This design comes from an exercise in tuning for small area, a short achievable clock period and few clock cycles per item on the open sky130 flow, not from production work. Only simulation tests tie the RTL to the original design; equivalence was not proved. Power and IR drop assume default switching activity.

$ cat design/flow/config.mk
export PLATFORM = sky130hd
export DESIGN_NAME = dict_decoder
export DESIGN_NICKNAME = dict_decoder
export VERILOG_FILES = /design/flow/design.v
export SDC_FILE = /design/flow/constraint.sdc
export NUM_CORES = 4
export LEC_CHECK = 0
export CAP_MARGIN = 20
export CORE_MARGIN = 2
export CORE_UTILIZATION = 55
export CTS_BUF_LIST = sky130_fd_sc_hd__clkbuf_4 sky130_fd_sc_hd__clkbuf_8
export SLEW_MARGIN = 20
export TNS_END_PERCENT = 5
$ cat design/flow/constraint.sdc
create_clock -name core_clock -period 12.0 [get_ports {clk}]
set_input_delay 2.4000 -clock core_clock [delete_from_list [all_inputs] [get_ports {clk}]]
set_output_delay 2.4000 -clock core_clock [all_outputs]
set_load 0.01 [all_outputs]
$ cat design/flow/design.v
module dict_decoder (
    input  wire        clk,
    input  wire        rst,
    input  wire        dict_we,
    input  wire [3:0]  dict_waddr,
    input  wire [31:0] dict_wdata,
    input  wire [4:0]  dict_size,
    input  wire        start,
    input  wire        in_valid,
    output wire        in_ready,
    input  wire [31:0] in_data,
    input  wire        in_last,
    output reg         out_valid,
    output reg  [31:0] out_data,
    output reg         done,
    output reg  [2:0]  fault_code
);
    localparam [2:0] TAG_LIT = 3'd0, TAG_RLE = 3'd1, TAG_DIR = 3'd2, TAG_BMD = 3'd3,
                     TAG_FM1 = 3'd4, TAG_FM2 = 3'd5, TAG_FM4 = 3'd6, TAG_PMM = 3'd7;
    localparam [2:0] F_NONE = 3'd0, F_OUT_OF_RANGE = 3'd2, F_STREAM = 3'd4,
                     F_BAD_FIELD = 3'd5, F_NO_PRIOR = 3'd6;
    reg [31:0] dict [0:15];
    always @(posedge clk)
        if (dict_we)
            dict[dict_waddr] <= dict_wdata;
    reg        run;         
    reg [66:0] buf_q;       
    reg [6:0]  fill;        
    reg [31:0] row_q;       
    reg        row_v;
    reg        eoi;         
    reg        has_line;
    reg [2:0]  rep;         
    reg [4:0]  ds_q;        
    reg        rdy_q;       
    wire [2:0] tag = buf_q[66:64];
    reg [6:0] need;
    always @(*) begin
        case (tag)
        TAG_LIT: need = 7'd35;
        TAG_RLE: need = 7'd6;
        TAG_DIR: need = 7'd7;
        TAG_BMD: need = 7'd16;
        TAG_PMM: need = 7'd17;
        default: need = 7'd12;   
        endcase
    end
    wire [31:0] f_lit   = buf_q[63:32];
    wire [2:0]  f_count = buf_q[63:61];
    wire [3:0]  f_dir_j = buf_q[63:60];
    wire [4:0]  f_s     = buf_q[63:59];          
    wire [3:0]  f_mask  = buf_q[58:55];          
    wire [3:0]  f_bmd_j = buf_q[54:51];
    wire [3:0]  f_fm_j  = buf_q[58:55];
    wire [4:0]  f_p2    = buf_q[58:54];          
    wire [3:0]  f_pmm_j = buf_q[53:50];
    reg  [3:0]  j;
    always @(*) begin
        case (tag)
        TAG_DIR: j = f_dir_j;
        TAG_BMD: j = f_bmd_j;
        TAG_PMM: j = f_pmm_j;
        default: j = f_fm_j;
        endcase
    end
    wire [15:0] jsel = 16'd1 << j;
    reg  [31:0] entry;
    integer k;
    always @(*) begin
        entry = 32'd0;
        for (k = 0; k < 16; k = k + 1)
            entry = entry | ({32{jsel[k]}} & dict[k]);
    end
    reg  [3:0]  pat;
    always @(*) begin
        case (tag)
        TAG_BMD: pat = f_mask;
        TAG_FM1: pat = 4'b1000;
        TAG_FM2: pat = 4'b1100;
        TAG_FM4: pat = 4'b1111;
        TAG_PMM: pat = 4'b1000;
        default: pat = 4'b0000;
        endcase
    end
    wire [31:0] oh_s  = 32'h8000_0000 >> f_s;
    wire [31:0] oh_p2 = 32'h8000_0000 >> f_p2;
    wire [31:0] flip1 = ({32{pat[3]}} & oh_s) | ({32{pat[2]}} & (oh_s >> 1)) |
                        ({32{pat[1]}} & (oh_s >> 2)) | ({32{pat[0]}} & (oh_s >> 3));
    wire [31:0] flip2 = {32{tag == TAG_PMM}} & oh_p2;
    wire [31:0] line  = (tag == TAG_LIT) ? f_lit : (entry ^ flip1 ^ flip2);
    reg  [2:0]  fault;
    always @(*) begin
        fault = F_NONE;
        case (tag)
        TAG_RLE: if (!has_line) fault = F_NO_PRIOR;
        TAG_BMD: if (f_s > 5'd28) fault = F_BAD_FIELD;
        TAG_FM2: if (f_s > 5'd30) fault = F_BAD_FIELD;
        TAG_FM4: if (f_s > 5'd28) fault = F_BAD_FIELD;
        default: ;
        endcase
        if (fault == F_NONE && tag != TAG_LIT && tag != TAG_RLE && {1'b0, j} >= ds_q)
            fault = F_OUT_OF_RANGE;
    end
    wire hold = (rep != 3'd0);
    reg  [6:0] lf35, lf6, lf7, lf16, lf17, lf12;
    reg  [6:0] left_a;
    always @(*) begin
        case (tag)
        TAG_LIT: left_a = lf35;
        TAG_RLE: left_a = lf6;
        TAG_DIR: left_a = lf7;
        TAG_BMD: left_a = lf16;
        TAG_PMM: left_a = lf17;
        default: left_a = lf12;
        endcase
    end
    wire ge   = !left_a[6];                           
    wire adv  = run && ge && !hold;                  
    wire fin  = run && !ge && !hold && eoi && !row_v;   
    reg [2:0] tag2;
    always @(*) begin
        case (tag)
        TAG_LIT: tag2 = buf_q[31:29];
        TAG_RLE: tag2 = buf_q[60:58];
        TAG_DIR: tag2 = buf_q[59:57];
        TAG_BMD: tag2 = buf_q[50:48];
        TAG_PMM: tag2 = buf_q[49:47];
        default: tag2 = buf_q[54:52];
        endcase
    end
    reg [6:0] need2;
    always @(*) begin
        case (tag2)
        TAG_LIT: need2 = 7'd35;
        TAG_RLE: need2 = 7'd6;
        TAG_DIR: need2 = 7'd7;
        TAG_BMD: need2 = 7'd16;
        TAG_PMM: need2 = 7'd17;
        default: need2 = 7'd12;
        endcase
    end
    wire [6:0] left = adv ? left_a : fill;
    wire app  = row_v && (left <= 7'd35);
    assign in_ready = rdy_q;
    wire take = in_valid && rdy_q;
    wire sh0  = !adv;
    wire sh35 = adv && tag == TAG_LIT;
    wire sh6  = adv && tag == TAG_RLE;
    wire sh7  = adv && tag == TAG_DIR;
    wire sh16 = adv && tag == TAG_BMD;
    wire sh17 = adv && tag == TAG_PMM;
    wire sh12 = adv && (tag == TAG_FM1 || tag == TAG_FM2 || tag == TAG_FM4);
    wire [66:0] buf_s = ({67{sh0}}  & buf_q)         | ({67{sh35}} & (buf_q << 35)) |
                        ({67{sh6}}  & (buf_q << 6))  | ({67{sh7}}  & (buf_q << 7))  |
                        ({67{sh16}} & (buf_q << 16)) | ({67{sh17}} & (buf_q << 17)) |
                        ({67{sh12}} & (buf_q << 12));
    wire [66:0] buf_n = buf_s | (app ? ({row_q, 35'd0} >> left) : 67'd0);
    wire [6:0] fill_n = left + (app ? 7'd32 : 7'd0);
    always @(posedge clk) begin
        if (run) begin
            buf_q <= buf_n;
            fill  <= fill_n;
            lf35  <= fill_n - 7'd35;
            lf6   <= fill_n - 7'd6;
            lf7   <= fill_n - 7'd7;
            lf16  <= fill_n - 7'd16;
            lf17  <= fill_n - 7'd17;
            lf12  <= fill_n - 7'd12;
            eoi   <= take ? in_last : eoi;
            row_v <= row_v_n;
        end else begin
            buf_q <= {in_valid ? in_data : 32'd0, 35'd0};
            fill  <= in_valid ? 7'd32 : 7'd0;
            lf35  <= in_valid ? 7'd32 - 7'd35 : 7'd0 - 7'd35;
            lf6   <= in_valid ? 7'd32 - 7'd6  : 7'd0 - 7'd6;
            lf7   <= in_valid ? 7'd32 - 7'd7  : 7'd0 - 7'd7;
            lf16  <= in_valid ? 7'd32 - 7'd16 : 7'd0 - 7'd16;
            lf17  <= in_valid ? 7'd32 - 7'd17 : 7'd0 - 7'd17;
            lf12  <= in_valid ? 7'd32 - 7'd12 : 7'd0 - 7'd12;
            eoi   <= in_valid && in_last;
            row_v <= row_v_n;
        end
        if (rdy_q)
            row_q <= in_data;
    end
    wire fault_stop = adv && fault != F_NONE;
    wire last_stop  = adv && !(tag == TAG_RLE && f_count != 3'd0) &&
                      eoi && !row_v && left < need2;
    wire stop       = fault_stop || last_stop || fin;
    reg  [2:0] stop_code;
    always @(*) begin
        if (fault_stop)
            stop_code = fault;
        else if (last_stop)
            stop_code = (left >= 7'd3 && tag2 != TAG_LIT) ? F_STREAM : F_NONE;
        else
            stop_code = (fill >= 7'd3 && tag != TAG_LIT) ? F_STREAM : F_NONE;
    end
    wire hold_n = (hold && rep != 3'd1) || (adv && tag == TAG_RLE && f_count != 3'd0);
    wire row_v_n = run && (take || (row_v && !app));
    wire run_n   = !rst && (run ? !stop : start);
    wire done_n  = !rst && run && stop;
    always @(posedge clk) begin
        rdy_q     <= run_n ? (!row_v_n || fill_n <= 7'd35 || (!hold_n && fill_n <= 7'd41)) : !done_n;
        run       <= run_n;
        done      <= done_n;
        out_valid <= !rst && run && (hold || (adv && fault == F_NONE));
        if (rst)
            fault_code <= F_NONE;
        else if (done_n)
            fault_code <= stop_code;
        if (!run) begin
            rep      <= 3'd0;
            has_line <= 1'b0;
            ds_q     <= dict_size;
        end else begin
            if (hold)
                rep <= rep - 3'd1;
            else if (adv && tag == TAG_RLE)
                rep <= f_count;
            if (adv)
                has_line <= 1'b1;
        end
        if (adv && tag != TAG_RLE)
            out_data <= line;
    end
endmodule
$ cat design/flow/flow/run.sh
#!/bin/bash
set -euo pipefail
bash standard.sh SETUP_SLACK_MARGIN=8.0 finish > standard.log 2>&1
$ cat design/flow/standard.sh
#!/bin/bash
# synth_recipe.tcl (not shown) runs the flow's synth.tcl, then flattens the netlist and writes it again
# the make line also repeats each setting of config.mk as NAME=value (left out here)
make -C /OpenROAD-flow-scripts/flow DESIGN_CONFIG=/design/flow/config.mk WORK_HOME=/design/flow/orfs CLKGATE_MAP_FILE= SYNTH_SCRIPT=/design/flow/synth_recipe.tcl "${@:-finish}"
==> impl_results.md, run 1 <==
* Clock power frac at 0.192
* Buf/Inv on CP at 1
* Via density at 7.25
* CTS H-tree lvls at 3
* RSZ-0062 raised after global routing: true
* Die width at 252 um
* Top cells by count, synth: edfxtp_1, nand2_1, nor2_1, a22oi_1, a21oi_1
* Drt total wl at 134000 um
* Post-Route Setup TNS at 0 ps
* CTS root buf: clkbuf_8
* Vias in the first global route at 27100
* Core region area at 60500 sq um
* Leading area contributor after synthesis: edfxtp_1
* Maximum vdd drop at 0.148 mV
* Row count at 90
* Reg clk slew, reported paths at 60 ps
* Initial DRC count at 4357
* Max_cap viols at 0
* Slowest CP cell: clkdlybuf4s50_1
* Pin count of the biggest net entering global routing at 63
* Most frequent cell after synthesis: edfxtp_1
* Share of total power in sequential cells at 0.292
* Pins Over Slew Limit at 0
* Antenna violations before repair at 3
* Average cell area after synthesis at 11.8 sq um
* Drt pass-1 iters at 13
* PD cells at 288 nW/um^2
* DP HPWL at 83400 um
* Combinational Power Share at 0.517
* Final Skew at 22.9 ps
* Post-synth ARST share at 0
* Top_reg_cell synth: edfxtp_1
* Post-synth EDFFs at 582
* Ys Warns at 1
* First-pass GRT wire length at 192000 um
* Hold/Removal Path Class: reg2reg
* GPL Wtd Cong at 1.02
* Worst-margin pin slew at 1040 ps
* Synthesized area at 33800 sq um
* Max stage delay on crit path at 610 ps
* Endpoints failing hold at 0
* Die Area at 63400 sq um
* Status: timing/DRC/antenna clean
* Seq/Total Area, Yosys at 0.588
* Pint at 6100 uW
* Synth Instances at 2870
* Switch share at 0.465
* Lkg Pwr at 0.0136 uW
* Hold_buf cts at 0
* Sw power at 5300 uW
* Final setup fails at 0
* Post-route minimum period at 4280 ps
* CP Max Fanout at 1
* #FFs+latches synth at 700
* CTS tree: built
* Antenna-violating nets left at 0
* Max Freq at 0.234 GHz
* Gr usage total at 0.419
* Initial core utilization at 0.558
* # port buffers at 116
* CP delay by family, top: buffers and inverters
* WP data arrival at 1880 ps
* Critical path, cell by cell: clkdlybuf4s50_1
* Grt ovf at 0
* Syn-to-layout area delta at 17.2%
* Relative slew slack at 0.301
* Critical Path Start Type: flip-flop
* # IOs at 117
* Crit share post-route at 0.357
* Die Span Y at 252 um
* CP required at 9600 ps
* Critical path class: reg2out
* Ranking of synthesized cells by area: edfxtp_1, dfxtp_1, a22oi_1
* DRC Markers at 0
* Yosys top cell area share at 0.518
* Fraction of layout cells with a size suffix above 1 at 0.162
* CTS buffer count at 109
* Max Buffers Root-to-Sink at 3
* CTS sink cnt at 700
* Vias at 28300
* Wire length per cell at 34.4 um
* Placed cell count at 3645
* Worst setup EP type: output pin
* Post-synthesis cell type count at 94
* Worst skew pair latency at 750 ps
* Net Count, Synth at 2979
* Final Instance Count excl. Fillers at 3910
* # nets final at 3140
worst reg2reg max path, cell delays in order, from the launching register on:
cell	delay [ps]
dfxtp_4	480
buf_12	250
nand2b_1	140
nand3_1	120
a32oi_2	210
buf_4	330
inv_2	110
buf_4	290
nand3_2	270
buf_4	400
a21oi_1	80
a2111oi_0	500
nand4_1	430
xnor2_1	310
a21oi_1	90
cells by family (layout without fill, tap and decap cells):
group | after synthesis | count (layout) | synth area share
mux | 142 | 143 | 0.0446
other cells | 0 | 2 | 0
compound gates | 916 | 917 | 0.199
simple gates | 737 | 737 | 0.103
xor+xnor | 82 | 82 | 0.0213
flops | 700 | 700 | 0.588
fa+ha+maj | 30 | 30 | 0.0111
buf+inv | 263 | 517 | 0.0334
layer usage:
layer | global-route usage | wire length (um)
met2 | 0.650 | 60800
met5 | 0 | 16
met1 | 0.527 | 47200
met3 | 0.101 | 16000
met4 | 0.272 | 10300
through the flow:
stage,hold WS (ps),util,setup WS (ps),power [uW],area [sq um]
finish,443,0.654,7720,11400,39600
global placement,433,0.594,6350,8460,35900
detailed placement,434,0.594,6180,8490,35900
global route,473,0.654,7740,11700,39600
floorplan,423,-,7570,6370,33800
CTS,444,0.647,7780,11000,39100
worst paths after layout:
| kind | from | endpoint | slack [ps] | cells after the start |
|---|---|---|---|---|
| min reg2reg | has_line | has_line | 440 | 2 |
| max | out_data[12] | out_data[12] | 7720 | 1 |
| max reg2reg | buf_q[66] | out_data[2] | 7750 | 14 |
| min | has_line | has_line | 440 | 2 |
what timing repair did:
item	CTS	global route
setup buffers	17	26
pin swaps	11	13
setup endpoints to repair	215	361
resized for setup	94	40
cloned	12	2
sequential cells by signal, summed over array words and instances, names as in the netlist, 3 cells and up:
name,cells
out_data,32
row_q,32
lf7,6
ds_q,5
rep,3
buf_q,67
dict,512
lf6,6
lf12,7
lf16,5
fault_code,3
lf35,5
lf17,7
fill,3
power by group through the flow:
stage                     logic (uW)  clock network, uW  registers (uW)
after floorplan                 3250                  0            3120
after global placement          5140                  0            3330
after detailed placement        5170                  0            3320
after CTS                       5550               2190            3280
after global routing            6110               2290            3320
final                           5900               2190            3330
placed cells by master, fill, tap and decap left out, types with 64 or more instances in the layout:
master / n
buf_4: 111
xnor2_1: 64
nand3_1: 75
clkbuf_8: 113
dfxtp_1: 111
o21ai_0: 95
edfxtp_1: 582
a22oi_1: 171
a221oi_1: 86
nand2_1: 235
nor2_1: 182
a21oi_1: 157
mux2i_1: 94
clkdlybuf4s50_1: 110
final cells by class:
cell class	instances	area [sq um]
Timing Repair Buffer	261	2720
Clock buffer	145	1790
Tap cell	782	978
Clock inverter	61	572
Multi-Input combinational cell	1909	13400
Sequential cell	700	19900
Antenna cell	2	5.00
Fill cell	4500	20900
Inverter	50	213
Testbench counts, summed over its fixed seeds: cycles 4,294, lines 4,015.
==> run 2, diff against run 1 <==
--- a/design/flow/config.mk
+++ b/design/flow/config.mk
@@ -8,6 +8,8 @@
 export CAP_MARGIN = 20
 export CORE_MARGIN = 2
 export CORE_UTILIZATION = 55
-export CTS_BUF_LIST = sky130_fd_sc_hd__clkbuf_4 sky130_fd_sc_hd__clkbuf_8
+export CTS_BUF_LIST = sky130_fd_sc_hd__clkbuf_16
+export CTS_CLUSTER_DIAMETER = 100
+export CTS_CLUSTER_SIZE = 30
 export SLEW_MARGIN = 20
 export TNS_END_PERCENT = 5
==> run 2 against run 1 <==
Still clean on timing, DRC and antenna. Area after synthesis did not move. Via count fell by 2.3%. Final cell count fell by 3.9%. Design area fell by 3.2%. Combinational power rose by 1%. Clock skew rose by 12 ps. Synthesized cell count did not move. Non-clock buffer count fell by 1. Clock power fell by 41%. Global-route usage fell by 1.2 points. Register-to-register slack improved by 30 ps. Utilization fell by 2.1 points. Largest power group unchanged.
==> impl_results.md, run 2 <==
* Status: timing/DRC/antenna clean (unchanged)
* Ranking of synthesized cells by area: edfxtp_1, dfxtp_1, a22oi_1 (unchanged)
* Seq/Total Area, Yosys at 0.588 (unchanged)
* Pin count of the biggest net entering global routing at 63 (unchanged)
* Final Skew at 35.4 ps (was 22.9 ps)
* Post-route minimum period at 4250 ps (was 4280 ps)
* Post-Route Setup TNS at 0 ps (unchanged)
* Reg clk slew, reported paths at 110 ps (was 60 ps)
* Antenna-violating nets left at 0 (unchanged)
* Critical path, cell by cell: clkdlybuf4s50_1 (unchanged)
* Die width at 252 um (unchanged)
* CP required at 9600 ps (about the same)
* Grt ovf at 0 (unchanged)
* Clock power frac at 0.122 (was 0.192)
* Die Area at 63400 sq um (unchanged)
* Final Instance Count excl. Fillers at 3759 (was 3910)
* First-pass GRT wire length at 187000 um (was 192000 um)
* Post-synth ARST share at 0 (unchanged)
* CTS buffer count at 30 (was 109)
* Die Span Y at 252 um (unchanged)
* Post-synthesis mux area share at 0.0446 (unchanged)
* Leading area contributor after synthesis: edfxtp_1 (unchanged)
* Syn-to-layout area delta at 13.5% (was 17.2%)
* Share of total power in sequential cells at 0.314 (was 0.292)
* Top cells by count, synth: edfxtp_1, nand2_1, nor2_1, a22oi_1, a21oi_1 (unchanged)
* Sw power at 5130 uW (was 5300 uW)
* Commonest cells after routing, fill and taps aside: edfxtp_1, nand2_1, nor2_1 (unchanged)
* GPL Wtd Cong at 1.02 (unchanged)
* Worst setup margin at 7750 ps (was 7720 ps)
* WP data arrival at 1850 ps (was 1880 ps)
* Wire length per cell at 35.3 um (was 34.4 um)
* Synth Area in XOR/XNOR at 0.0213 (unchanged)
* CP Max Fanout at 1 (unchanged)
* DP Worst Slack at 6180 ps (unchanged)
* Worst setup EP type: output pin (unchanged)
* Synth Instances at 2870 (unchanged)
* Placed cell count at 3645 (unchanged)
* # IOs at 117 (unchanged)
* Pint at 5460 uW (was 6100 uW)
* DRC Markers at 0 (unchanged)
* Buf/Inv on CP at 1 (unchanged)
* Top_reg_cell synth: edfxtp_1 (unchanged)
* CTS tree: built (unchanged)
* Simple-gate share of the synthesized area at 0.103 (unchanged)
* Relative slew slack at 0.300 (was 0.301)
* Switch share at 0.484 (was 0.465)
* Worst-margin pin slew at 1050 ps (was 1040 ps)
* Core region area at 60500 sq um (unchanged)
* Largest Register: dict (unchanged)
* Final core occ at 0.633 (was 0.654)
* Area occupied by multi-input gates at 13500 sq um (was 13400 sq um)
* Hold/Removal Path Class: reg2reg (unchanged)
* Main combinational cell family by area after synthesis: compound AO/OA/AOI/OAI gates (unchanged)
* Endpoints failing hold at 0 (unchanged)
* Initial core utilization at 0.558 (unchanged)
* Slowest CP cell: clkdlybuf4s50_1 (unchanged)
* FF+latch area at 19900 sq um (unchanged)
* Post-synthesis compound-gate area fraction at 0.199 (unchanged)
* RSZ-0062 raised after global routing: true (unchanged)
* Drt pass-1 iters at 8 (was 13)
* Cell Area, Placed at 35900 sq um (unchanged)
* Initial DRC count at 4231 (was 4357)
* Maximum vdd drop at 0.170 mV (was 0.148 mV)
* Yosys top cell area share at 0.518 (unchanged)
* Most common cell after layout, fill and taps aside: edfxtp_1 (unchanged)
* CTS H-tree lvls at 1 (was 3)
* Hold_buf cts at 0 (unchanged)
* Finished Cell Area at 38300 sq um (was 39600 sq um)
* Combinational Power Share at 0.564 (was 0.517)
* CP delay by family, top: buffers and inverters (unchanged)
* # nets final at 3060 (was 3140)
* Fraction of layout cells with a size suffix above 1 at 0.123 (was 0.162)
* DP HPWL at 83400 um (unchanged)
* Antenna violations before repair at 5 (was 3)
* Ys Warns at 1 (unchanged)
* Row count at 90 (unchanged)
* # port buffers at 116 (unchanged)
* Max Buffers Root-to-Sink at 3 (unchanged)
* #FFs+latches synth at 700 (unchanged)
* Lkg Pwr at 0.0129 uW (was 0.0136 uW)
* Max_cap viols at 0 (unchanged)
* CTS root buf: clkbuf_16 (was clkbuf_8)
* # fillers at 4644 (was 4500)
* Max stage delay on crit path at 650 ps (was 610 ps)
* CTS sink cnt at 700 (unchanged)
* Synthesized area at 33800 sq um (unchanged)
* Largest regs: dict x512, buf_q x67 (unchanged)
* Most frequent cell after synthesis: edfxtp_1 (unchanged)
* Pins Over Slew Limit at 0 (unchanged)
* Via density at 7.37 (was 7.25)
* Vias in the first global route at 26200 (was 27100)
* PD cells at 276 nW/um^2 (was 288 nW/um^2)
* Synth Area in Adders at 0.0111 (unchanged)
* Critical path class: reg2out (unchanged)
* Average cell area after synthesis at 11.8 sq um (unchanged)
* Vias at 27700 (was 28300)
* Net Count, Synth at 2979 (unchanged)
* Max Freq at 0.235 GHz (was 0.234 GHz)
* Post-synthesis cell type count at 94 (unchanged)
* Final setup fails at 0 (unchanged)
* Gr usage total at 0.407 (was 0.419)
* Post-synth EDFFs at 582 (unchanged)
* Critical Path Start Type: flip-flop (unchanged)
* Worst skew pair latency at 680 ps (was 750 ps)
* Drt total wl at 133000 um (was 134000 um)
* Max reg flops at 512 (unchanged)
* Crit share post-route at 0.354 (was 0.357)
-- run 2: cell count changes in the layout (fill, tap and decap cells not counted), sizes merged --
cell | previous run | this run
dlygate4sd2 | 5 | 1
clkdlybuf4s50 | 110 | 114
bufinv | 9 | 0
clkbuf | 148 | 39
buf | 132 | 126
clkinvlp | 3 | 1
inv | 54 | 66
clkinv | 45 | 8
-- run 2: power groups by stage --
stage          logic [uW]  clock network, uW  registers (uW)
4_1_cts              5500               1290            3280
2_1_floorplan        3250                  0            3120
6_report             5970               1290            3320
3_5_place_dp         5170                  0            3320
5_1_grt              6180               1370            3310
3_3_place_gp         5140                  0            3330
-- run 2: through the flow --
| step | power [uW] | hold WS, ps |
|---|---|---|
| floorplan | 6370 | 423 |
| global placement | 8460 | 433 |
| detailed placement | 8490 | 434 |
| CTS | 10100 | 451 |
| global route | 10900 | 481 |
| finish | 10600 | 451 |
-- run 2: what timing repair did --
item	CTS	global route
setup endpoints to repair	205	416
pin swaps	11	13
cloned	11	6
hold endpoints to repair	0	0
gates resized for setup	86	59
buffers inserted	13	26
-- run 2: routing by layer --
layer,vias to the layer above,part of all wire,global-route usage
met5,-,0.00029,0
met4,6,0.081,0.256
met3,570,0.11,0.0859
met2,2184,0.45,0.636
met1,13500,0.36,0.520
li1,11400,-,-
-- run 2: kinds of logic after synthesis --
family,count (synthesis)
AO/OA/AOI/OAI,916
AND/OR/NAND/NOR,737
flip-flops,700
buffers and inverters,263
multiplexers,142
XOR/XNOR,82
adder cells (fa/ha/maj),30
-- run 2: final cells by class --
cell class,count,area share
flip-flops and latches,700,0.518
repair buffers,260,0.0726
multi-input cells,1909,0.352
diodes,2,0.000131
clock buffers,31,0.0203
clock inverters,25,0.00568
inverters,50,0.00562
well taps,782,0.0255
-- run 2: worst paths after layout --
path	start	to	slack (ps)	cells after the start
setup / recovery	out_data[14]	out_data[14]	7750	1
hold / removal	has_line	has_line	450	2
setup reg to reg	buf_q[66]	out_data[24]	7780	14
hold reg to reg	has_line	has_line	450	2
==> run 3, diff against run 2 <==
==> design/flow/flow/run.sh (replaced) <==
#!/bin/bash
# The standard layout, in two parts:
#  - timing repair aimed at a slack of 8.5 ns on the design's clock (so at
#    paths of about 3.5 ns); constraints are unchanged;
#  - after placement, each port's buffer (a slow delay cell that
#    buffer_ports picks) becomes a plain buf_2; every port keeps its buffer.
set -euo pipefail
M=8.5
RES=orfs/results/${FLOW_PLATFORM}/dict_decoder/base
bash standard.sh SETUP_SLACK_MARGIN=$M place > standard_place.log 2>&1
printf 'read_db %s\nsource flow/portbuf.tcl\nwrite_db %s\n' \
    "$RES/3_place.odb" "$RES/3_place.odb" > portbuf_run.tcl
openroad -no_init -exit portbuf_run.tcl > portbuf.log 2>&1
bash standard.sh SETUP_SLACK_MARGIN=$M finish > standard_finish.log 2>&1
==> design/flow/flow/portbuf.tcl (new file) <==
# Port buffers: buffer_ports places a slow delay buffer on each port; give
# each port a plain buffer instead (every port keeps its own buffer).
set db [ord::get_db]
set block [ord::get_db_block]
set new [$db findMaster sky130_fd_sc_hd__buf_2]
set n 0
foreach inst [$block getInsts] {
  set name [$inst getName]
  set m [[$inst getMaster] getName]
  if {$m eq "sky130_fd_sc_hd__clkdlybuf4s50_1" && [regexp {^(input|output)[0-9]+$} $name]} {
    $inst swapMaster $new
    incr n
  }
}
puts "port buffers swapped: $n"
--- a/design/flow/config.mk
+++ b/design/flow/config.mk
@@ -8,8 +8,6 @@
 export CAP_MARGIN = 20
 export CORE_MARGIN = 2
 export CORE_UTILIZATION = 55
-export CTS_BUF_LIST = sky130_fd_sc_hd__clkbuf_16
-export CTS_CLUSTER_DIAMETER = 100
-export CTS_CLUSTER_SIZE = 30
+export CTS_BUF_LIST = sky130_fd_sc_hd__clkbuf_4 sky130_fd_sc_hd__clkbuf_8
 export SLEW_MARGIN = 20
 export TNS_END_PERCENT = 5
==> run 3 against run 2 <==
Still clean on timing, DRC and antenna. Sequential power about the same. Combinational power is about 10% higher. Via count up 4.3%. Power up 13%. Area after synthesis unchanged. Register-to-register slack gained 290 ps. Critical path type unchanged. Largest cell class unchanged. Highest routed layer unchanged.
==> impl_results.md, run 3 <==
* Status: timing/DRC/antenna clean (unchanged)
* Pint at 6410 uW (was 5460 uW)
* Vias in the first global route at 27100 (was 26200)
* Critical path, cell by cell: buf_6 (was clkdlybuf4s50_1)
* Reg clk slew, reported paths at 60 ps (was 110 ps)
* Critical Path Start Type: flip-flop (unchanged)
* Row count at 90 (unchanged)
* Final setup fails at 0 (unchanged)
* Area occupied by multi-input gates at 14000 sq um (was 13500 sq um)
* Syn-to-layout area delta at 19.8% (was 13.5%)
* Slowest CP cell: edfxtp_1 (was clkdlybuf4s50_1)
* R2R Path End: buf_q[62] (was out_data[24])
* Relative slew slack at 0.269 (was 0.300)
* Worst setup margin at 8030 ps (was 7750 ps)
* Combinational Power Share at 0.553 (was 0.564)
* Worst reg2reg path startpoint: buf_q[65] (was buf_q[66])
* Top_reg_cell synth: edfxtp_1 (unchanged)
* Sw power at 5500 uW (was 5130 uW)
* Max reg flops at 512 (unchanged)
* Critical path class: reg2out (unchanged)
* # fillers at 4435 (was 4644)
* FF+latch area at 19900 sq um (about the same)
* Hold/Removal Path Class: reg2reg (unchanged)
* # IOs at 117 (unchanged)
* Post-synth ARST share at 0 (unchanged)
* Via density at 7.30 (was 7.37)
* # port buffers at 116 (unchanged)
* Pin count of the biggest net entering global routing at 60 (was 63)
* Max Freq at 0.252 GHz (was 0.235 GHz)
* Seq/Total Area, Yosys at 0.588 (unchanged)
* Worst-margin pin slew at 1090 ps (was 1050 ps)
* Post-synthesis cell type count at 94 (unchanged)
* Fraction of layout cells with a size suffix above 1 at 0.235 (was 0.123)
* Share of total power in sequential cells at 0.280 (was 0.314)
* Post-synth EDFFs at 582 (unchanged)
* Drt total wl at 138000 um (was 133000 um)
* Lkg Pwr at 0.0141 uW (was 0.0129 uW)
* Die Span Y at 252 um (unchanged)
* Average cell area after synthesis at 11.8 sq um (unchanged)
* Drt pass-1 iters at 10 (was 8)
* Post-route minimum period at 3970 ps (was 4250 ps)
* DRC Markers at 0 (unchanged)
* Max Buffers Root-to-Sink at 3 (unchanged)
* Setup crit start: out_data[5] (was out_data[14])
* Gr usage total at 0.425 (was 0.407)
* Top cells by count, synth: edfxtp_1, nand2_1, nor2_1, a22oi_1, a21oi_1 (unchanged)
* #FFs+latches synth at 700 (unchanged)
* CP delay by family, top: flip-flops (was buffers and inverters)
* DP Worst Slack at 6020 ps (was 6180 ps)
* CP required at 9600 ps (about the same)
* Maximum vdd drop at 0.163 mV (was 0.170 mV)
* Worst skew pair latency at 780 ps (was 680 ps)
* Die width at 252 um (unchanged)
* DP HPWL at 82600 um (was 83400 um)
* PD cells at 295 nW/um^2 (was 276 nW/um^2)
* Initial core utilization at 0.558 (unchanged)
* Post-Route Setup TNS at 0 ps (unchanged)
* Grt ovf at 0 (unchanged)
* Hold_buf cts at 0 (unchanged)
* Core region area at 60500 sq um (unchanged)
* CTS sink cnt at 700 (unchanged)
* # nets final at 3199 (was 3060)
* Initial DRC count at 4474 (was 4231)
* Largest regs: dict x512, buf_q x67 (unchanged)
* Leading area contributor after synthesis: edfxtp_1 (unchanged)
* CTS root buf: clkbuf_8 (was clkbuf_16)
* Crit. path cell count at 1 (unchanged)
* Buf/Inv on CP at 1 (unchanged)
* CTS tree: built (unchanged)
* Most common cell after layout, fill and taps aside: edfxtp_1 (unchanged)
* GPL Wtd Cong at 1.01 (was 1.02)
* Worst setup EP type: output pin (unchanged)
* Pins Over Slew Limit at 0 (unchanged)
* R2R cell count at 11 (was 14)
* Clock power frac at 0.167 (was 0.122)
* Vias at 28900 (was 27700)
* Worst R2R Setup Slack at 8070 ps (was 7780 ps)
* Commonest cells after routing, fill and taps aside: edfxtp_1, nand2_1, nor2_1 (unchanged)
* Antenna violations before repair at 6 (was 5)
* Synth Instances at 2870 (unchanged)
* Max_cap viols at 0 (unchanged)
* Largest Register: dict (unchanged)
* CTS buffer count at 109 (was 30)
* Crit share post-route at 0.331 (was 0.354)
* Most frequent cell after synthesis: edfxtp_1 (unchanged)
* WP data arrival at 1570 ps (was 1850 ps)
* Endpoints failing hold at 0 (unchanged)
* Crit path to: out_data[5] (was out_data[14])
* Yosys top cell area share at 0.518 (unchanged)
* Ys Warns at 1 (unchanged)
* Synthesized area at 33800 sq um (unchanged)
* RSZ-0062 raised after global routing: true (unchanged)
* Ranking of synthesized cells by area: edfxtp_1, dfxtp_1, a22oi_1 (unchanged)
* CP Max Fanout at 1 (unchanged)
* Net Count, Synth at 2979 (unchanged)
* Die Area at 63400 sq um (unchanged)
* Max stage delay on crit path at 600 ps (was 650 ps)
* Antenna-violating nets left at 0 (unchanged)
* Wire length per cell at 34.9 um (was 35.3 um)
* Switch share at 0.462 (was 0.484)
* First-pass GRT wire length at 194000 um (was 187000 um)
* Final Skew at 57.8 ps (was 35.4 ps)
* CTS H-tree lvls at 3 (was 1)
-- run 3: cell type report --
type                    count  area share
diodes                      4    0.000248
clock buffers             163      0.0481
clock inverters            30     0.00455
inverters                  50     0.00678
multi-input cells        1908       0.347
flip-flops and latches    700       0.491
well taps                 782      0.0242
repair buffers            321      0.0782
-- run 3: power groups by stage --
stage          Combinational (uW)  Clock (uW)  Sequential [uW]
2_1_floorplan                3260           0             3120
6_report                     6590        1990             3340
5_1_grt                      6780        2100             3330
3_5_place_dp                 5110           0             3330
4_1_cts                      5950        1990             3290
3_3_place_gp                 5100           0             3330
-- run 3: through the flow --
stage	util	hold slack (ps)	std cells	instance area (sq um)	total power [uW]
4_1_cts	0.654	450	3918	39500	11200
3_3_place_gp	0.594	431	3640	35900	8430
3_5_place_dp	0.595	440	3641	36000	8440
5_1_grt	0.669	484	3956	40400	12200
6_report	0.669	460	3958	40400	11900
2_1_floorplan	-	423	2870	33900	6380
-- run 3: worst min-delay path by stage --
stage / slack (ps) / cells past startpoint / to / from
final: 460 / 1 / rep[0] / rep[0]
after global routing: 480 / 1 / rep[0] / rep[0]
after CTS: 450 / 2 / has_line / has_line
after detailed placement: 440 / 2 / has_line / has_line
after global placement: 430 / 2 / has_line / has_line
after floorplan: 420 / 2 / has_line / has_line
-- run 3: kinds of logic after synthesis --
kind of cell	synth area share
AOI/OAI and AO/OA	0.199
DFF	0.588
muxes	0.0446
xor gates and xnor gates	0.0213
adders and majority gates	0.0111
buffers and inverters	0.0334
and+or+nand+nor	0.103
-- run 3: metal layers --
layer  part of all wire  wire length [um]  global-route usage  up-vias
met1               0.35             48800               0.545    13900
met2               0.45             61900               0.655     2597
met4              0.075             10400               0.261        4
met5            0.00017                23                   0        -
met3               0.12             16900               0.105      618
li1                   -                 -                   -    11800
-- run 3: timing repair --
item	CTS	global route
gates cloned	21	6
buffers inserted	63	30
endpoints found under the hold margin	0	0
pin swaps	37	21
setup endpoints to repair	200	182
gates resized for setup	197	117
==> run 4, diff against run 3 <==
--- a/design/flow/design.v
+++ b/design/flow/design.v
@@ -63,7 +63,10 @@
         default: j = f_fm_j;
         endcase
     end
-    wire [15:0] jsel = 16'd1 << j;
+    wire [15:0] jsel = ({16{tag == TAG_DIR}} & (16'd1 << f_dir_j)) |
+                       ({16{tag == TAG_BMD}} & (16'd1 << f_bmd_j)) |
+                       ({16{tag == TAG_PMM}} & (16'd1 << f_pmm_j)) |
+                       ({16{tag[2] && tag != TAG_PMM}} & (16'd1 << f_fm_j));
     reg  [31:0] entry;
     integer k;
     always @(*) begin
@@ -87,7 +90,7 @@
     wire [31:0] flip1 = ({32{pat[3]}} & oh_s) | ({32{pat[2]}} & (oh_s >> 1)) |
                         ({32{pat[1]}} & (oh_s >> 2)) | ({32{pat[0]}} & (oh_s >> 3));
     wire [31:0] flip2 = {32{tag == TAG_PMM}} & oh_p2;
-    wire [31:0] line  = (tag == TAG_LIT) ? f_lit : (entry ^ flip1 ^ flip2);
+    wire [31:0] line  = entry ^ ((tag == TAG_LIT) ? f_lit : (flip1 ^ flip2));
     reg  [2:0]  fault;
     always @(*) begin
         fault = F_NONE;
--- a/design/flow/config.mk
+++ b/design/flow/config.mk
@@ -8,6 +8,8 @@
 export CAP_MARGIN = 20
 export CORE_MARGIN = 2
 export CORE_UTILIZATION = 55
-export CTS_BUF_LIST = sky130_fd_sc_hd__clkbuf_4 sky130_fd_sc_hd__clkbuf_8
+export CTS_BUF_LIST = sky130_fd_sc_hd__clkbuf_16
+export CTS_CLUSTER_DIAMETER = 80
+export CTS_CLUSTER_SIZE = 25
 export SLEW_MARGIN = 20
 export TNS_END_PERCENT = 5
==> run 4 against run 3 <==
Critical path depth is 21 higher. Global-route usage is 2.2 points lower. Sequential power is 4% lower. Largest power group unchanged. Power is 28% lower. Die area is 2.7% lower. Still clean on timing, DRC and antenna. Worst hold slack better by 2.3 ps. Routed wire length is 8.5% lower. Sequential share of layout area is 3.2 points higher.
==> impl_results.md, run 4 <==
* DP HPWL at 73800 um (was 82600 um)
* Wire length per cell at 34.6 um (was 34.9 um)
* PD cells at 226 nW/um^2 (was 295 nW/um^2)
* Synth Instances at 2728 (was 2870)
* CTS root buf: clkbuf_16 (was clkbuf_8)
* Most frequent cell after synthesis: edfxtp_1 (unchanged)
* Cell Area, Placed at 35000 sq um (was 36000 sq um)
* Max Buffers Root-to-Sink at 3 (unchanged)
* Die width at 248 um (was 252 um)
* Vias in the first global route at 25300 (was 27100)
* Yosys top cell area share at 0.532 (was 0.518)
* CTS tree: built (unchanged)
* Max reg flops at 512 (unchanged)
* Initial DRC count at 4481 (was 4474)
* Worst skew pair latency at 600 ps (was 780 ps)
* Antenna-violating nets left at 0 (unchanged)
* Max stage delay on crit path at 370 ps (was 600 ps)
* Post-route minimum period at 4000 ps (was 3970 ps)
* Core region area at 59000 sq um (was 60500 sq um)
* GPL Wtd Cong at 1.01 (about the same)
* Hold_ws at 462 ps (was 460 ps)
* Critical Path Start Type: flip-flop (unchanged)
* Leading area contributor after synthesis: edfxtp_1 (unchanged)
* Fraction of layout cells with a size suffix above 1 at 0.199 (was 0.235)
* Most used cell, CP: ha_4
* GRT met1 Usage at 0.517 (was 0.545)
* # IOs at 117 (unchanged)
* Largest Register: dict (unchanged)
* Worst-margin pin slew at 1220 ps (was 1090 ps)
* CP Max Fanout at 5 (was 1)
* Drt pass-1 iters at 8 (was 10)
* Grt ovf at 0 (unchanged)
* Final setup fails at 0 (unchanged)
* Syn-to-layout area delta at 15.6% (was 19.8%)
* Net Count, Synth at 2837 (was 2979)
* CTS H-tree lvls at 2 (was 3)
* Hold/Removal Path Class: reg2reg (unchanged)
* Worst reg2reg path startpoint: buf_q[64] (was buf_q[65])
* Most common cell after layout, fill and taps aside: edfxtp_1 (unchanged)
* Average cell area after synthesis at 12.0 sq um (was 11.8 sq um)
* Post-synthesis cell type count at 90 (was 94)
* Crit share post-route at 0.334 (was 0.331)
* Post-Route Setup TNS at 0 ps (unchanged)
* Via density at 7.36 (was 7.30)
* Max_cap viols at 0 (unchanged)
* Top_reg_cell synth: edfxtp_1 (unchanged)
* Seq/Total Area, Yosys at 0.604 (was 0.588)
* Worst setup EP type: flip-flop (was output pin)
* Synthesized area at 32800 sq um (was 33800 sq um)
* #FFs+latches synth at 700 (unchanged)
* Hold_buf cts at 0 (unchanged)
* Worst R2R Setup Slack at 8000 ps (was 8070 ps)
* Antenna violations before repair at 8 (was 6)
* Post-synth ARST share at 0 (unchanged)
* Relative slew slack at 0.188 (was 0.269)
* R2R cell count at 22 (was 11)
* Post-synth EDFFs at 582 (unchanged)
* Drt total wl at 126000 um (was 138000 um)
* Critical path, cell by cell: buf_12 > and3b_2 > a22oi_4 > and4_4 > buf_6 > o21ai_4 > a22oi_2 > buf_6 > ha_4 > nand2_1 > o21ai_1 > nor2_1 > o32ai_2 > nand2_2 > inv_4 > ha_4 > ha_4 > and3_4 > a221oi_2 > and3_1 > o21ai_1 > a21o_1 (was buf_6)
* WP data arrival at 4500 ps (was 1570 ps)
* CTS buffer count at 40 (was 109)
* CTS sink cnt at 700 (unchanged)
* CP required at 12490 ps (was 9600 ps)
* Ys Warns at 1 (unchanged)
* Pin count of the biggest net entering global routing at 63 (was 60)
* Status: timing/DRC/antenna clean (unchanged)
* # port buffers at 116 (unchanged)
* Final Skew at 17.6 ps (was 57.8 ps)
* DRC Markers at 0 (unchanged)
* # nets final at 2970 (was 3199)
* Pins Over Slew Limit at 0 (unchanged)
* Largest regs: dict x512, buf_q x67 (unchanged)
* RSZ-0062 raised after global routing: true (unchanged)
* Top cells by count, synth: edfxtp_1, nand2_1, a22oi_1, nor2_1, clkbuf_1 (was edfxtp_1, nand2_1, nor2_1, a22oi_1, a21oi_1)
* First-pass GRT wire length at 179000 um (was 194000 um)
* Die Area at 61700 sq um (was 63400 sq um)
* Row count at 89 (was 90)
* Lkg Pwr at 0.0130 uW (was 0.0141 uW)
* Reg clk slew, reported paths at 80 ps (was 60 ps)
* Ranking of synthesized cells by area: edfxtp_1, dfxtp_1, a22oi_1 (unchanged)
* GR Layer Usage met2 at 0.625 (was 0.655)
* Vias at 26900 (was 28900)
* Critical path class: reg2reg (was reg2out)
* Max Freq at 0.250 GHz (was 0.252 GHz)
* Gr usage total at 0.404 (was 0.425)
* Commonest cells after routing, fill and taps aside: edfxtp_1, nand2_1, a22oi_1 (was edfxtp_1, nand2_1, nor2_1)
* Crit path to: rdy_q (was out_data[5])
* Initial core utilization at 0.556 (was 0.558)
* Endpoints failing hold at 0 (unchanged)
* Setup crit start: buf_q[64] (was out_data[5])
* Met3 GRT Util at 0.0949 (was 0.105)
* Maximum vdd drop at 0.199 mV (was 0.163 mV)
* Global routing's busiest layer: met2 (unchanged)
* R2R Path End: rdy_q (was buf_q[62])
* Slowest CP cell: dfxtp_4 (was edfxtp_1)
* Die Span Y at 248 um (was 252 um)
* Finished Cell Area at 38000 sq um (was 40400 sq um)
[run 4: where the power goes]
group	switching [uW]	internal, uW
logic	2480	1400
registers	312	2900
clock network	818	668
total	3610	4960
[run 4: worst min path at each step]
stage / from / endpoint / slack (ps) / cells past startpoint
global route: fault_code[2] / fault_code[2] / 500 / 2
finish: fault_code[2] / fault_code[2] / 460 / 2
floorplan: has_line / has_line / 440 / 2
detailed placement: has_line / has_line / 450 / 2
CTS: fault_code[2] / fault_code[2] / 460 / 2
global placement: fault_code[2] / fault_code[2] / 440 / 2
[run 4: through the flow]
stage               utilization  instances  setup WS (ps)  power (uW)
floorplan                     -       2728           7890        5080
global placement          0.594       3476           6120        6370
detailed placement        0.594       3476           5970        6380
CTS                       0.629       3617           8160        8120
global route              0.643       3652           7920        8800
finish                    0.643       3653           8000        8570
[run 4: cell families (layout without fill, tap and decap cells)]
| logic type | after synthesis | after routing | share of synthesized area |
|---|---|---|---|
| compound gates | 807 | 807 | 0.188 |
| simple gates | 753 | 756 | 0.108 |
| flops | 700 | 700 | 0.604 |
| buf+inv | 251 | 399 | 0.0333 |
| mux | 102 | 102 | 0.0325 |
| xor+xnor | 85 | 85 | 0.0229 |
| fa+ha+maj | 30 | 30 | 0.0114 |
| other cells | 0 | 1 | 0 |
[run 4: layout make-up]
cell class	instances	area (sq um)
well taps	773	967
repair inverters	1	5.00
repair buffers	303	2600
clock buffers	41	1030
clock inverters	19	218
fillers	4437	21100
diodes	1	2.50
inverters	35	171
multi-input cells	1780	13100
flip-flops and latches	700	19900
[run 4: critical path: cells and delay by family, from the launching register on]
family	cells	cell delay, ps
buf+inv	4	490
compound gates	8	1340
simple gates	7	1180
fa+ha+maj	3	520
flops	1	370
[run 4: metal layers]
metal | part of all wire | wire (um)
met4 | 0.076 | 9620
met2 | 0.45 | 57200
met1 | 0.35 | 44400
met3 | 0.12 | 14900
met5 | 0.00053 | 67
[run 4: what timing repair did]
item / in CTS / in global routing
pin swaps: 37 / 21
gates resized for setup: 131 / 101
gates cloned: 14 / 3
setup endpoints to repair: 258 / 281
buffers inserted: 67 / 32
Testbench counts of run 4, summed over its fixed seeds: cycles 4,294, lines 4,015.
==> run 5, diff against run 4 <==
--- a/design/flow/design.v
+++ b/design/flow/design.v
@@ -106,7 +106,30 @@
     end
     wire hold = (rep != 3'd0);
     reg  [6:0] lf35, lf6, lf7, lf16, lf17, lf12;
-    reg  [6:0] left_a;
+    wire go = run && !hold;
+    wire c_lit = tag == TAG_LIT, c_rle = tag == TAG_RLE, c_dir = tag == TAG_DIR,
+         c_bmd = tag == TAG_BMD, c_pmm = tag == TAG_PMM, c_fm = tag[2] && !c_pmm;
+    wire a35 = go && !lf35[6], a6 = go && !lf6[6], a7 = go && !lf7[6],
+         a16 = go && !lf16[6], a17 = go && !lf17[6], a12 = go && !lf12[6];
+    wire [6:0] l35 = a35 ? lf35 : fill, l6 = a6 ? lf6 : fill, l7 = a7 ? lf7 : fill,
+               l16 = a16 ? lf16 : fill, l17 = a17 ? lf17 : fill, l12 = a12 ? lf12 : fill;
+    wire p35 = l35 <= 7'd35, p6 = l6 <= 7'd35, p7 = l7 <= 7'd35,
+         p16 = l16 <= 7'd35, p17 = l17 <= 7'd35, p12 = l12 <= 7'd35;
+    wire adv = (c_lit && a35) || (c_rle && a6) || (c_dir && a7) ||
+               (c_bmd && a16) || (c_pmm && a17) || (c_fm && a12);
+    wire [6:0] left = ({7{c_lit}} & l35) | ({7{c_rle}} & l6) | ({7{c_dir}} & l7) |
+                      ({7{c_bmd}} & l16) | ({7{c_pmm}} & l17) | ({7{c_fm}} & l12);
+    wire app = row_v && ((c_lit && p35) || (c_rle && p6) || (c_dir && p7) ||
+                         (c_bmd && p16) || (c_pmm && p17) || (c_fm && p12));
+    wire le3  = (c_lit && l35 <= 7'd3)  || (c_rle && l6 <= 7'd3)  || (c_dir && l7 <= 7'd3) ||
+                (c_bmd && l16 <= 7'd3)  || (c_pmm && l17 <= 7'd3) || (c_fm && l12 <= 7'd3);
+    wire le9  = (c_lit && l35 <= 7'd9)  || (c_rle && l6 <= 7'd9)  || (c_dir && l7 <= 7'd9) ||
+                (c_bmd && l16 <= 7'd9)  || (c_pmm && l17 <= 7'd9) || (c_fm && l12 <= 7'd9);
+    wire le35 = (c_lit && p35) || (c_rle && p6) || (c_dir && p7) ||
+                (c_bmd && p16) || (c_pmm && p17) || (c_fm && p12);
+    wire le41 = (c_lit && l35 <= 7'd41) || (c_rle && l6 <= 7'd41) || (c_dir && l7 <= 7'd41) ||
+                (c_bmd && l16 <= 7'd41) || (c_pmm && l17 <= 7'd41) || (c_fm && l12 <= 7'd41);
+    reg  [6:0] left_a;                                
     always @(*) begin
         case (tag)
         TAG_LIT: left_a = lf35;
@@ -118,7 +141,6 @@
         endcase
     end
     wire ge   = !left_a[6];                           
-    wire adv  = run && ge && !hold;                  
     wire fin  = run && !ge && !hold && eoi && !row_v;   
     reg [2:0] tag2;
     always @(*) begin
@@ -142,17 +164,15 @@
         default: need2 = 7'd12;
         endcase
     end
-    wire [6:0] left = adv ? left_a : fill;
-    wire app  = row_v && (left <= 7'd35);
     assign in_ready = rdy_q;
     wire take = in_valid && rdy_q;
-    wire sh0  = !adv;
-    wire sh35 = adv && tag == TAG_LIT;
-    wire sh6  = adv && tag == TAG_RLE;
-    wire sh7  = adv && tag == TAG_DIR;
-    wire sh16 = adv && tag == TAG_BMD;
-    wire sh17 = adv && tag == TAG_PMM;
-    wire sh12 = adv && (tag == TAG_FM1 || tag == TAG_FM2 || tag == TAG_FM4);
+    wire sh35 = c_lit && a35;
+    wire sh6  = c_rle && a6;
+    wire sh7  = c_dir && a7;
+    wire sh16 = c_bmd && a16;
+    wire sh17 = c_pmm && a17;
+    wire sh12 = c_fm && a12;
+    wire sh0  = !(sh35 || sh6 || sh7 || sh16 || sh17 || sh12);
     wire [66:0] buf_s = ({67{sh0}}  & buf_q)         | ({67{sh35}} & (buf_q << 35)) |
                         ({67{sh6}}  & (buf_q << 6))  | ({67{sh7}}  & (buf_q << 7))  |
                         ({67{sh16}} & (buf_q << 16)) | ({67{sh17}} & (buf_q << 17)) |
@@ -204,7 +224,8 @@
     wire run_n   = !rst && (run ? !stop : start);
     wire done_n  = !rst && run && stop;
     always @(posedge clk) begin
-        rdy_q     <= run_n ? (!row_v_n || fill_n <= 7'd35 || (!hold_n && fill_n <= 7'd41)) : !done_n;
+        rdy_q     <= run_n ? (!row_v_n || (app ? le3 : le35) ||
+                              (!hold_n && (app ? le9 : le41))) : !done_n;
         run       <= run_n;
         done      <= done_n;
         out_valid <= !rst && run && (hold || (adv && fault == F_NONE));
==> run 5 against run 4 <==
Still clean on timing, DRC and antenna. Die area rose by 0.31%. First-iteration DRC count rose by 6.3%. Global-route usage fell by 2.5 points. Count of clock-buffer cells in the layout fell by 1. Via count fell by 4.1%. Clock skew rose by 48 ps. Synthesized cell count fell by 1.1%.
==> impl_results.md, run 5 <==
* PD cells at 222 nW/um^2 (was 226 nW/um^2)
* Max stage delay on crit path at 490 ps (was 370 ps)
* Net Count, Synth at 2799 (was 2837)
* R2R Path End: buf_q[31] (was rdy_q)
* First-pass GRT wire length at 173000 um (was 179000 um)
* DP HPWL at 75400 um (was 73800 um)
* Synthesized area at 32900 sq um (was 32800 sq um)
* WP data arrival at 1310 ps (was 4500 ps)
* Critical path class: reg2out (was reg2reg)
* Core region area at 59100 sq um (was 59000 sq um)
* CTS tree: built (unchanged)
* CTS sink cnt at 700 (unchanged)
* CP required at 9600 ps (was 12490 ps)
* Average cell area after synthesis at 12.2 sq um (was 12.0 sq um)
* Area occupied by multi-input gates at 12700 sq um (was 13100 sq um)
* Antenna violations before repair at 2 (was 8)
* Post-synthesis cell type count at 95 (was 90)
* Lkg Pwr at 0.0127 uW (was 0.0130 uW)
* Ys Warns at 1 (unchanged)
* Synth Instances at 2698 (was 2728)
* DP Worst Slack at 6810 ps (was 5970 ps)
* Vias at 25800 (was 26900)
* R2R cell count at 13 (was 22)
* Reg clk slew, reported paths at 100 ps (was 80 ps)
* Maximum vdd drop at 0.147 mV (was 0.199 mV)
* Worst-margin pin slew at 1040 ps (was 1220 ps)
* # fillers at 4567 (was 4437)
* CTS root buf: clkbuf_16 (unchanged)
* Worst setup EP type: output pin (was flip-flop)
* Crit share post-route at 0.309 (was 0.334)
* Drt total wl at 119000 um (was 126000 um)
* Worst setup margin at 8290 ps (was 8000 ps)
* Min-Delay Endpoint: row_v (was fault_code[2])
* Placed cell count at 3439 (was 3476)
* CP delay by family, top: flip-flops (was compound AO/OA/AOI/OAI gates)
* CTS H-tree lvls at 2 (unchanged)
* # IOs at 117 (unchanged)
* Relative slew slack at 0.307 (was 0.188)
* # nets final at 2867 (was 2970)
* Post-synth ARST share at 0 (unchanged)
* HP Start: row_v (was fault_code[2])
* Worst skew pair latency at 640 ps (was 600 ps)
* CTS buffer count at 39 (was 40)
* Post-route minimum period at 3710 ps (was 4000 ps)
* Post-synth EDFFs at 582 (unchanged)
* Seq/Total Area, Yosys at 0.602 (was 0.604)
* Vias in the first global route at 24700 (was 25300)
* Hold depth at 2 (unchanged)
* Leading area contributor after synthesis: edfxtp_1 (unchanged)
* Initial core utilization at 0.557 (was 0.556)
* Top_reg_cell synth: edfxtp_1 (unchanged)
* Worst R2R Setup Slack at 8310 ps (was 8000 ps)
* GPL Wtd Cong at 1.06 (was 1.01)
* Initial DRC count at 4764 (was 4481)
* Worst reg2reg path startpoint: rep[0] (was buf_q[64])
* Antenna Cells at 0 (was 1)
* Pin count of the biggest net entering global routing at 68 (was 63)
* # port buffers at 116 (unchanged)
* Max_cap viols at 0 (unchanged)
* Drt pass-1 iters at 21 (was 8)
* Final Instance Count excl. Fillers at 3553 (was 3653)
* Final setup fails at 0 (unchanged)
* Most frequent cell after synthesis: edfxtp_1 (unchanged)
* Pins Over Slew Limit at 0 (unchanged)
* Critical Path Start Type: flip-flop (unchanged)
* Via density at 7.26 (was 7.36)
* Critical path, cell by cell: buf_2 (was buf_12 > and3b_2 > a22oi_4 > and4_4 > buf_6 > o21ai_4 > a22oi_2 > buf_6 > ha_4 > nand2_1 > o21ai_1 > nor2_1 > o32ai_2 > nand2_2 > inv_4 > ha_4 > ha_4 > and3_4 > a221oi_2 > and3_1 > o21ai_1 > a21o_1)
* Largest Register: dict (unchanged)
* Buf/Inv on CP at 1 (was 4)
* Wire length per cell at 33.4 um (was 34.6 um)
* Status: timing/DRC/antenna clean (unchanged)
* Ranking of synthesized cells by area: edfxtp_1, dfxtp_1, mux2i_1 (was edfxtp_1, dfxtp_1, a22oi_1)
* Post-Route Setup TNS at 0 ps (unchanged)
* Grt ovf at 0 (unchanged)
* Yosys top cell area share at 0.531 (was 0.532)
* Syn-to-layout area delta at 12.4% (was 15.6%)
* Die width at 249 um (was 248 um)
* Hold/Removal Path Class: reg2reg (unchanged)
* Die Span Y at 249 um (was 248 um)
* DRC Markers at 0 (unchanged)
* #FFs+latches synth at 700 (unchanged)
* Endpoints failing hold at 0 (unchanged)
* Most common cell after layout, fill and taps aside: edfxtp_1 (unchanged)
* Antenna-violating nets left at 0 (unchanged)
* Commonest cells after routing, fill and taps aside: edfxtp_1, nand2_1, a21oi_1 (was edfxtp_1, nand2_1, a22oi_1)
* RSZ-0062 raised after global routing: true (unchanged)
* CP Max Fanout at 1 (was 5)
* Max Freq at 0.270 GHz (was 0.250 GHz)
* Final Skew at 65.8 ps (was 17.6 ps)
* Max reg flops at 512 (unchanged)
* Largest regs: dict x512, buf_q x67 (unchanged)
* Die Area at 61900 sq um (was 61700 sq um)
* Slowest CP cell: edfxtp_1 (was dfxtp_4)
* Top cells by count, synth: edfxtp_1, nand2_1, a21oi_1, clkbuf_1, nor2_1 (was edfxtp_1, nand2_1, a22oi_1, nor2_1, clkbuf_1)
* FF+latch area at 19900 sq um (unchanged)
* Row count at 89 (unchanged)
* Max Buffers Root-to-Sink at 3 (unchanged)
* Fraction of layout cells with a size suffix above 1 at 0.161 (was 0.199)
* Total Power at 8220 uW (was 8570 uW)
* Gr usage total at 0.379 (was 0.404)
run 5: changes by cell type after synthesis, sizes merged, moves of 29 or more:
cell	before	now
a311oi	31	0
a22o	11	78
xnor2	32	74
mux2i	83	121
a22oi	211	113
nand2	258	227
a21oi	95	155
nor2	201	132
and4	30	1
xor2	53	13
and3	7	37
run 5: logic make-up (layout without fill, tap and decap cells):
family          after synthesis  in the layout  share of synthesized area
compound gates              830            830                      0.187
xor+xnor                     87             87                     0.0234
fa+ha+maj                    22             22                    0.00836
buf+inv                     239            321                     0.0313
flops                       700            700                      0.602
mux                         134            134                     0.0428
simple gates                686            686                      0.105
run 5: what timing repair did:
action                     4_1_cts  5_1_grt
pin swaps                       12        5
resized for setup              104       30
gates cloned                    10        0
hold buffers                     0        0
buffers inserted                30       11
hold endpoints to repair         0        0
setup endpoints to repair      450      215
run 5: worst max path at each step:
stage	startpoint	to	slack [ps]	cells past startpoint
floorplan	dict_waddr[2]	dict[0][0]	7890	2
finish	out_data[19]	out_data[19]	8290	1
CTS	dict_waddr[3]	dict[6][17]	8270	3
detailed placement	rep[0]	lf16[6]	6810	13
global placement	run	lf12[6]	6890	12
global route	lf16[3]	buf_q[11]	8220	9
run 5: area by class of cell:
type                            instances  area share
Clock inverter                         15     0.00541
Tap cell                              773      0.0261
Inverter                               30     0.00402
Clock buffer                           40      0.0270
Sequential cell                       700       0.536
Timing Repair Buffer                  236      0.0574
Multi-Input combinational cell       1759       0.344
run 5: metal layers:
layer	vias to the layer above	share of wire	track usage
met4	4	0.068	0.192
met5	-	0.00025	0
li1	10900	-	-
met2	1774	0.46	0.605
met3	450	0.10	0.0816
met1	12700	0.37	0.492
run 5: report_power, final:
part           internal (uW)  switching [uW]
Clock                    646             824
Sequential              2880             256
Combinational           1260            2350
Total                   4790            3430
run 5: stage by stage:
stage | utilization | hold slack (ps) | instance area (sq um)
after global placement | 0.591 | 457 | 34900
after floorplan | - | 441 | 33000
after global routing | 0.626 | 520 | 37000
final | 0.626 | 486 | 37000
after detailed placement | 0.592 | 471 | 35000
after CTS | 0.620 | 482 | 36700
Testbench counts of run 5, summed over its fixed seeds: cycles 4,294, lines 4,015.

-- what the ideal ports hide --
No port has a modelled driver above. Below, the same layouts with a new extraction and two added sets of constraints. Step 1 assumes that a clkbuf_16 drives the clock port and a buf_2 every other input. Step 2, shift: input delay + t, output delay - t, t = (earliest + latest rising clock arrival at the registers) / 2. This alone moves slack from input paths to output paths. a / b / c = no drivers / after step 1 / after step 2; a / b = the first two.
run | t (ns) | setup slack, ns | worst setup path after step 2 | worst slew at a driven data input, ns
run 1 | 0.798 | 7.722 / 7.661 / 7.087 | input to register | 0.09
run 2 | 0.726 | 7.750 / 7.686 / 7.147 | input to register | 0.08
run 3 | 0.813 | 8.025 / 7.958 / 7.577 | input to register | 0.12
run 4 | 0.664 | 7.996 / 7.996 / 7.501 | input to register | 0.09
run 5 | 0.668 | 8.291 / 8.228 / 7.795 | input to register | 0.05
After both steps every run listed still meets setup and hold. For run 1, which loses most, drivers alone change the setup slack by -0.061 ns; drivers and shift together by -0.635 ns.
